This design comes from an exercise in tuning for small area, a short achievable clock period and few clock cycles on the open sky130 flow, not from production work. The RTL was checked by simulation tests, not by an equivalence proof against the original design. Power and IR drop assume default switching activity.

==> flow/design.v <==
module pissoff_det (
    input  wire        clk,
    input  wire        rst,           
    input  wire        cmd_valid,
    output wire        cmd_ready,
    input  wire [31:0] cmd_data,
    input  wire        cmd_timer,     
    output reg         rsp_valid,
    output reg  [31:0] rsp_data,
    output reg  [3:0]  rsp_fault,
    output wire        adc_req,
    input  wire        adc_valid,
    input  wire [9:0]  adc_data,
    output reg         emit,
    output reg         ind
);
    localparam [9:0]  SENSOR_MAX = 10'd1023;
    localparam [15:0] CAL_MAX    = 16'd300;
    localparam [15:0] CAL_STEP   = 16'd5;
    localparam [7:0]  DET_TRIGGER = 8'd4;
    localparam [7:0] OP_MEASURE   = 8'h20;
    localparam [7:0] OP_GET_AVG   = 8'h21;
    localparam [7:0] OP_START     = 8'h22;
    localparam [7:0] OP_STOP      = 8'h23;
    localparam [7:0] OP_TICK      = 8'h24;
    localparam [7:0] OP_IS_ALARM  = 8'h25;
    localparam [7:0] OP_CALIBRATE = 8'h26;
    localparam [7:0] OP_ARM_BLINK = 8'h30;
    localparam [7:0] OP_DISARM    = 8'h31;
    localparam [7:0] OP_READ_REG  = 8'h40;
    localparam [3:0] F_NONE        = 4'h0;
    localparam [3:0] F_ILLEGAL     = 4'h1;
    localparam [3:0] F_RESERVED    = 4'h2;
    localparam [3:0] F_WRONG_AGENT = 4'h3;
    localparam [3:0] F_PMODE_BUSY  = 4'h6;
    localparam [3:0] F_BAD_REGNO   = 4'h7;
    localparam [3:0] F_UNWRITTEN   = 4'h9;
    localparam [1:0] PM_OFF = 2'd0, PM_BLINK = 2'd1, PM_DETECT = 2'd2;
    localparam [2:0] S_IDLE  = 3'd0,
                     S_MEAS  = 3'd1,    
                     S_FIN   = 3'd2,    
                     S_CHECK = 3'd3;    
    reg  [1:0]  pmode;
    reg  [15:0] thresh;
    reg         thresh_valid;
    reg  [7:0]  pos;
    reg  [7:0]  neg;
    reg         started;         
    reg  [7:0]  det_err;
    reg  [2:0]  state;
    reg  [7:0]  op;
    reg  [13:0] acc;             
    reg  [3:0]  scnt;            
    reg  [1:0]  phase;           
    reg  [2:0]  ivl;             
    reg  [9:0]  s1, s2;
    reg  [12:0] bsum;
    reg  [13:0] dsum;
    reg  [15:0] cal_t;
    reg  [4:0]  cal_j;
    reg         cal_first;
    assign cmd_ready = (state == S_IDLE);
    assign adc_req   = (state == S_MEAS);
    wire [7:0]  c_op  = cmd_data[31:24];
    wire [15:0] c_rsv = cmd_data[23:8];
    wire [7:0]  c_a8  = cmd_data[7:0];
    wire c_known = (c_op == OP_MEASURE) || (c_op == OP_GET_AVG) ||
                   (c_op == OP_START) || (c_op == OP_STOP) ||
                   (c_op == OP_TICK) || (c_op == OP_IS_ALARM) ||
                   (c_op == OP_CALIBRATE) || (c_op == OP_ARM_BLINK) ||
                   (c_op == OP_DISARM) || (c_op == OP_READ_REG);
    wire regno_ok = (c_a8 == 8'h0C) || (c_a8 >= 8'h10 && c_a8 <= 8'h17);
    wire regno_unwritten = ((c_a8 == 8'h10) && !thresh_valid) ||
                           ((c_a8 == 8'h12 || c_a8 == 8'h13 || c_a8 == 8'h14) && !started);
    reg [3:0] c_fault;
    always @(*) begin
        c_fault = F_NONE;
        if (!c_known)
            c_fault = F_ILLEGAL;
        else if (c_rsv != 16'd0 || (c_op != OP_READ_REG && c_a8 != 8'd0))
            c_fault = F_RESERVED;
        else if (cmd_timer != (c_op == OP_TICK))
            c_fault = F_WRONG_AGENT;
        else begin
            case (c_op)
                OP_MEASURE, OP_GET_AVG:
                    if (pmode == PM_DETECT) c_fault = F_PMODE_BUSY;
                OP_START, OP_CALIBRATE, OP_ARM_BLINK:
                    if (pmode != PM_OFF) c_fault = F_PMODE_BUSY;
                OP_STOP:
                    if (pmode == PM_BLINK) c_fault = F_PMODE_BUSY;
                OP_DISARM:
                    if (pmode == PM_DETECT) c_fault = F_PMODE_BUSY;
                OP_TICK:
                    if (pmode != PM_DETECT) c_fault = F_WRONG_AGENT;
                    else if (!thresh_valid) c_fault = F_UNWRITTEN;
                OP_IS_ALARM:
                    if (!started) c_fault = F_UNWRITTEN;
                OP_READ_REG:
                    if (!regno_ok) c_fault = F_BAD_REGNO;
                    else if (regno_unwritten) c_fault = F_UNWRITTEN;
                default: ;
            endcase
        end
    end
    wire alarm = (pos > DET_TRIGGER);
    reg [31:0] reg_rdata;
    always @(*) begin
        case (c_a8)
            8'h0C:   reg_rdata = {30'd0, pmode};
            8'h10:   reg_rdata = {16'd0, thresh};
            8'h11:   reg_rdata = {31'd0, thresh_valid};
            8'h12:   reg_rdata = {24'd0, pos};
            8'h13:   reg_rdata = {24'd0, neg};
            8'h14:   reg_rdata = {31'd0, alarm};
            8'h15:   reg_rdata = {31'd0, ind};
            8'h16:   reg_rdata = {31'd0, emit};
            8'h17:   reg_rdata = {24'd0, det_err};
            default: reg_rdata = 32'd0;
        endcase
    end
    wire        take    = adc_req && adc_valid;
    wire [13:0] acc_nxt = acc + {4'd0, adc_data};
    wire [9:0]  ovs     = acc_nxt[13:4];                  
    wire [9:0]  d21     = (ovs >= s1) ? (ovs - s1) : (s1 - ovs);
    wire [9:0]  d23     = (s2 >= ovs) ? (s2 - ovs) : (ovs - s2);
    wire [9:0]  davg    = dsum[13:4];                     
    wire [9:0]  bavg    = bsum[12:3];                     
    wire [9:0]  head    = SENSOR_MAX - bavg;
    wire [9:0]  divisor = (head == 10'd0) ? 10'd1 : head;
    wire [19:0] dividend = davg * 10'd1000;
    wire [19:0] quot    = dividend / {10'd0, divisor};
    wire [15:0] nd      = (quot > 20'd65535) ? 16'hFFFF : quot[15:0];
    task start_measure;
        begin
            state <= S_MEAS;
            acc   <= 14'd0;
            scnt  <= 4'd0;
            phase <= 2'd0;
            ivl   <= 3'd0;
            bsum  <= 13'd0;
            dsum  <= 14'd0;
        end
    endtask
    task respond(input [31:0] data);
        begin
            rsp_valid <= 1'b1;
            rsp_data  <= data;
            rsp_fault <= F_NONE;
            state     <= S_IDLE;
        end
    endtask
    always @(posedge clk) begin
        if (rst) begin
            state        <= S_IDLE;
            op           <= 8'd0;
            pmode        <= PM_OFF;
            thresh       <= 16'd0;
            thresh_valid <= 1'b0;
            pos          <= 8'd0;
            neg          <= 8'd0;
            started      <= 1'b0;
            det_err      <= 8'd0;
            emit         <= 1'b0;
            ind          <= 1'b0;
            rsp_valid    <= 1'b0;
            rsp_data     <= 32'd0;
            rsp_fault    <= F_NONE;
            acc          <= 14'd0;
            scnt         <= 4'd0;
            phase        <= 2'd0;
            ivl          <= 3'd0;
            s1           <= 10'd0;
            s2           <= 10'd0;
            bsum         <= 13'd0;
            dsum         <= 14'd0;
            cal_t        <= 16'd0;
            cal_j        <= 5'd0;
            cal_first    <= 1'b0;
        end else begin
            rsp_valid <= 1'b0;
            case (state)
            S_IDLE: begin
                if (cmd_valid) begin
                    op <= c_op;
                    if (c_fault != F_NONE) begin
                        rsp_valid <= 1'b1;
                        rsp_data  <= 32'd0;
                        rsp_fault <= c_fault;
                    end else begin
                        case (c_op)
                            OP_MEASURE, OP_GET_AVG, OP_TICK:
                                start_measure;
                            OP_CALIBRATE: begin
                                cal_first <= 1'b1;
                                start_measure;
                            end
                            OP_START: begin
                                pos     <= 8'd0;
                                neg     <= 8'd0;
                                started <= 1'b1;
                                ind     <= 1'b0;
                                pmode   <= PM_DETECT;
                                respond(32'd0);
                            end
                            OP_STOP: begin
                                pmode <= PM_OFF;
                                ind   <= 1'b0;
                                respond(32'd0);
                            end
                            OP_IS_ALARM:
                                respond({31'd0, alarm});
                            OP_ARM_BLINK: begin
                                pmode <= PM_BLINK;
                                respond(32'd0);
                            end
                            OP_DISARM: begin
                                if (pmode == PM_BLINK) begin
                                    pmode <= PM_OFF;
                                    ind   <= 1'b0;
                                end
                                respond(32'd0);
                            end
                            default:   
                                respond(reg_rdata);
                        endcase
                    end
                end
            end
            S_MEAS: begin
                if (take) begin
                    if (scnt != 4'd15) begin
                        acc  <= acc_nxt;
                        scnt <= scnt + 4'd1;
                    end else begin
                        acc  <= 14'd0;
                        scnt <= 4'd0;
                        if (op == OP_GET_AVG) begin
                            respond({22'd0, ovs});
                        end else begin
                            case (phase)
                                2'd0: begin
                                    s1    <= ovs;
                                    bsum  <= bsum + {3'd0, ovs};
                                    emit  <= 1'b1;
                                    phase <= 2'd1;
                                end
                                2'd1: begin
                                    s2    <= ovs;
                                    dsum  <= dsum + {4'd0, d21};
                                    emit  <= 1'b0;
                                    phase <= 2'd2;
                                end
                                default: begin
                                    dsum  <= dsum + {4'd0, d23};
                                    phase <= 2'd0;
                                    ivl   <= ivl + 3'd1;
                                    if (ivl == 3'd7)
                                        state <= S_FIN;
                                end
                            endcase
                        end
                    end
                end
            end
            S_FIN: begin
                case (op)
                    OP_MEASURE:
                        respond({6'd0, head, nd});
                    OP_TICK: begin
                        if (nd >= thresh) begin
                            pos <= pos + 8'd1;
                            neg <= 8'd0;
                            ind <= 1'b1;
                        end else begin
                            if (neg + 8'd1 == 8'd2) begin
                                pos <= 8'd0;
                                neg <= 8'd0;
                            end else begin
                                neg <= neg + 8'd1;
                            end
                            ind <= 1'b0;
                        end
                        respond(32'd0);
                    end
                    default: begin   
                        if (cal_first) begin
                            cal_first <= 1'b0;
                            cal_t     <= nd;
                            state     <= S_CHECK;
                        end else if (nd >= cal_t) begin
                            cal_t <= cal_t + CAL_STEP;
                            state <= S_CHECK;
                        end else if (cal_j == 5'd31) begin
                            thresh       <= cal_t + CAL_STEP;
                            thresh_valid <= 1'b1;
                            respond(32'd1);
                        end else begin
                            cal_j <= cal_j + 5'd1;
                            start_measure;
                        end
                    end
                endcase
            end
            S_CHECK: begin
                if (cal_t >= CAL_MAX) begin
                    det_err <= 8'd6;
                    respond(32'd0);
                end else begin
                    cal_j <= 5'd0;
                    start_measure;
                end
            end
            default:
                state <= S_IDLE;
            endcase
        end
    end
endmodule
==> flow/run.sh <==
#!/bin/bash
# synth_recipe.tcl (not shown) runs the flow's synth.tcl, then flattens the netlist and writes it again
# the make line also repeats each setting of config.mk as NAME=value (left out here)
make -C /OpenROAD-flow-scripts/flow DESIGN_CONFIG=/design/flow/config.mk WORK_HOME=/design/flow/orfs CLKGATE_MAP_FILE= SYNTH_SCRIPT=/design/flow/synth_recipe.tcl finish
==> flow/config.mk <==
export PLATFORM = sky130hd
export DESIGN_NAME = pissoff_det
export DESIGN_NICKNAME = pissoff_det
export VERILOG_FILES = /design/flow/design.v
export SDC_FILE = /design/flow/constraint.sdc
export NUM_CORES = 4
export LEC_CHECK = 0
export CAP_MARGIN = 20
export CORE_MARGIN = 2
export CORE_UTILIZATION = 40
export SLEW_MARGIN = 20
==> flow/constraint.sdc <==
create_clock -name core_clock -period 55.0 [get_ports {clk}]
set_input_delay 11.0000 -clock core_clock [delete_from_list [all_inputs] [get_ports {clk}]]
set_output_delay 11.0000 -clock core_clock [all_outputs]
set_load 0.01 [all_outputs]
==> results.txt <==
per-layer routing:
layer	up-vias	routed length [µm]	global-route usage
li1	11200	-	-
met1	10700	32300	0.312
met4	0	1890	0.0696
met2	688	32200	0.388
met5	-	0	0
met3	116	3510	0.0191
sequential cells by signal, summed over array words and instances, names as in the netlist, 2 cells and up:
register	cells
acc	14
bsum	13
cal_j	5
cal_t	16
dsum	14
ivl	3
neg	8
op	8
phase	2
pmode	2
pos	8
rsp_data	26
rsp_fault	4
s1	10
s2	10
scnt	4
state	2
thresh	16
per-stage QoR:
step	power (W)	std cells	setup WS [ns]	hold slack (ns)	instance area [µm²]
global route	0.000289	3855	-0.295	0.484	25400
global placement	0.000161	3801	1.07	0.443	24400
CTS	0.000282	3836	0.151	0.458	25000
detailed placement	0.000161	3801	-0.777	0.450	24400
finish	0.000280	3855	3.66	0.456	25400
floorplan	0.000150	3049	5.50	0.432	22800
kinds of logic after synthesis:
| logic type | Yosys count | share of synthesized area |
|---|---|---|
| other | 1 | 0.000165 |
| adder cells (fa/ha/maj) | 346 | 0.202 |
| multiplexers | 88 | 0.0412 |
| buffers and inverters | 302 | 0.0520 |
| XOR/XNOR | 153 | 0.0594 |
| AND/OR/NAND/NOR | 1059 | 0.221 |
| AO/OA/AOI/OAI | 923 | 0.273 |
| flip-flops | 172 | 0.151 |
worst max-delay path: cells and delay by family, from the launching register on:
kind	cells	cell delay, ns
mux	7	1.91
xor+xnor	1	0.21
compound gates	130	26.42
flops	1	0.42
fa+ha+maj	27	8.72
buf+inv	9	1.42
simple gates	54	11.93
power groups by stage:
| stage | registers [W] | logic [W] | clock network, W |
|---|---|---|---|
| after global placement | 0.000131 | 0.0000300 | 0 |
| final | 0.000128 | 0.0000310 | 0.000121 |
| after detailed placement | 0.000131 | 0.0000305 | 0 |
| after floorplan | 0.000130 | 0.0000202 | 0 |
| after CTS | 0.000128 | 0.0000307 | 0.000123 |
| after global routing | 0.000128 | 0.0000342 | 0.000127 |
synthesized netlist by cell type (all sizes together) (29+ instances only):
master | n | area [µm²]
and3 | 31 | 199
a22oi | 29 | 223
nand2b | 50 | 313
a21o | 84 | 631
a21oi | 279 | 1400
nor2b | 42 | 263
dfxtp | 172 | 3440
ha | 309 | 3870
nand3 | 57 | 290
mux2 | 37 | 424
o21ai | 150 | 762
or3 | 37 | 236
nand2 | 245 | 920
mux2i | 51 | 514
xnor2 | 104 | 911
inv | 178 | 668
clkbuf | 97 | 365
a221oi | 29 | 254
o31ai | 38 | 285
a211oi | 48 | 383
xor2 | 48 | 420
nor2 | 364 | 1380
nor3 | 116 | 617
o21a | 72 | 541
fa | 37 | 741
worst max-delay path by stage:
| stage | end | slack, ns | depth (start not counted) |
|---|---|---|---|
| global placement | s2[8] | 1.07 | 225 |
| finish | rsp_data[13] | 3.66 | 228 |
| global route | dsum[12] | -0.29 | 231 |
| detailed placement | s2[7] | -0.78 | 225 |
| floorplan | s1[9] | 5.50 | 237 |
| CTS | s2[7] | 0.15 | 225 |
timing repair:
item                                    CTS  global route
setup buffers                             3            18
resized for setup                         6            61
cloned                                    0             0
hold buffers                              0             0
hold endpoints to repair                  0             0
pin swaps                                 1             4
endpoints found under the setup margin  107           159
cell type report:
class | instances | area (µm²) | share of cell area
Clock inverter | 14 | 133 | 0.00523
Multi-Input combinational cell | 2575 | 18500 | 0.728
Tap cell | 756 | 946 | 0.0373
Clock buffer | 18 | 429 | 0.0169
Inverter | 179 | 672 | 0.0265
Timing Repair Buffer | 141 | 1270 | 0.0499
Sequential cell | 172 | 3450 | 0.136
==> Implementation_results.wiki <==
{| class="wikitable"
! Metric !! Value
|-
| Outcome || finished clean
|-
| Fin crit period || 51.34 ns
|-
| Count of input and output buffers || 81
|-
| First-pass GRT wire length || 113000 µm
|-
| Chip Width || 243 µm
|-
| Number of enable flip-flop cells after synthesis || 0
|-
| Synthesis-stage register bit count || 172
|-
| Post-detailed-route count of antenna-violating nets || 0
|-
| Endpoint arrival time on the critical path || 51.64 ns
|-
| DR WL/cell || 18.1 µm
|-
| Number of distinct standard cells referenced by the synthesized netlist || 108
|-
| Final core area utilization || 0.450
|-
| IO Pins || 88
|-
| Mean cell area of the mapped netlist || 7.49 µm²
|-
| FF-to-FF path depth || 228
|-
| First drt pass iteration count || 7
|-
| # setup viols final || 0
|-
| Kind of capture point of the worst setup path || register
|-
| Post-synthesis sequential area ratio || 0.151
|-
| Worst-case vdd ir drop || 0.0150 mV
|-
| Post-synthesis instance total || 3044
|-
| Standard cell core area || 56400 µm²
|-
| Number of H-tree levels || 4
|-
| Power share of the clock group || 0.431
|-
| Initial antenna violation count || 0
|-
| Worst min-delay path category || reg2reg
|-
| Detailed-route DRC error count || 0
|-
| Leakage power figure || 11.5 nW
|-
| Critical R2R Capture || rsp_data[13]
|-
| Fraction of final layout cells sized beyond drive strength 1 || 0.0778
|-
| Aggregate global routing overflow || 0
|-
| Most repeated library cell on the critical path || o21a_1
|-
| Leading cell type in the layout, fill and taps excluded || nor2_1
|-
| FILL cells || 5730
|-
| Root cell of the clock tree || clkbuf_16
|-
| Main synth FF type || dfxtp_1
|-
| Slowest stage delay, CP || 0.61 ns
|-
| Worst path required time || 55.30 ns
|-
| Measured slew at the worst slew-check pin || 0.960 ns
|-
| Relative contribution of sequential cells to total power || 0.458
|-
| Number of pins exceeding their max-slew limit in the final report || 0
|-
| CP Launch Type || register
|-
| Worst hold path startpoint || op[7]
|-
| Hold Crit Depth || 2
|-
| Last weighted congestion value of the routability-driven placer || 0.899
|-
| Final hold violation count || 0
|-
| Setup_tns || 0 ns
|-
| Clock latency on the worst-skew pair || 0.46 ns
|-
| Number of global-route vias before repair || 21600
|-
| Logic gate share of total power || 0.111
|-
| Fin Clk Skew || 0.0137 ns
|-
| Total number of clock tree sinks || 172
|-
| Maximum number of pins on one net before global-route repair || 81
|-
| Final #Nets || 3479
|-
| Vertical die dimension || 243 µm
|-
| TritonCTS clock tree || yes
|-
| Aggregate routed wire length || 69900 µm
|-
| DRC marker count from the first detailed-route iteration || 1565
|-
| Maximum buffer depth of the clock tree || 2
|-
| GRT Resource Usage Total || 0.230
|-
| Cell internal power dissipation || 0.000203 W
|-
| Core Rows || 87
|-
| Crit Path Category || reg2reg
|-
| Destination of the worst hold path || op[7]
|-
| Biggest fanout along the worst timing path || 27
|-
| Peak Freq || 19.5 MHz
|-
| Total inserted antenna cells || 0
|-
| DIE AREA || 58900 µm²
|-
| Post-route fraction of the period consumed by the critical path || 0.933
|-
| Source of the critical timing path || dsum[9]
|-
| FFs w/ async S/R, synth || 0
|-
| Post-DP HPWL || 53600 µm
|-
| Max-Slew Margin vs Limit || 0.355
|-
| Post-synthesis instance area || 22800 µm²
|-
| Max-capacitance violation count || 0
|-
| Routed via count divided by cell count || 5.88
|-
| Switching portion of total power || 0.274
|-
| Num CTS Buffers || 17
|-
| Critical Path Slowest Stage Cell || or4_1
|-
| Reg2Reg Setup Slack || 3.66 ns
|-
| Count of vias placed by the detailed router || 22700
|-
| Area growth from synthesis to layout || 11.3%
|-
| Clock-pin slew reported for the worst setup and hold paths after clock tree synthesis || 0.07 ns
|-
| Beginning of the worst register-to-register path || dsum[9]
|-
| Starting utilization of the core area || 0.404
|-
| Total power divided by cell area || 11.0 nW/µm²
|-
| Most used cells in the layout excluding fill and tap cells || nor2_1, ha_1, a21oi_1
|-
| Yosys warning count || 1
|-
| Net switching power || 0.0000767 W
|}
Testbench counts, summed over its fixed seeds: cycles 264,733.

==> afterwards: timing with drivers on the ports <==
In the flow no input, the clock included, has a driving cell. The finished layout below was timed again as built, in two steps. Step 1, drivers: a clkbuf_16 drives clk and a buf_2 each remaining input, both assumed. Step 2, shift: input delay + t, output delay - t, t = (earliest + latest rising clock arrival at the registers) / 2. This alone moves slack from input paths to output paths. Three values: ideal ports, drivers, drivers and shift; two values: the first two.
shift t [ns]: 0.502
setup WS [ns]: 3.663 / 3.662 / 3.662
worst setup path at the end: register to register
worst data-port slew with drivers (ns): 0.05
pins driven straight from the clock port: 1
After both steps setup and hold are still met in this run. For this run, drivers alone change the setup slack by -0.001 ns; drivers and shift together by -0.001 ns.
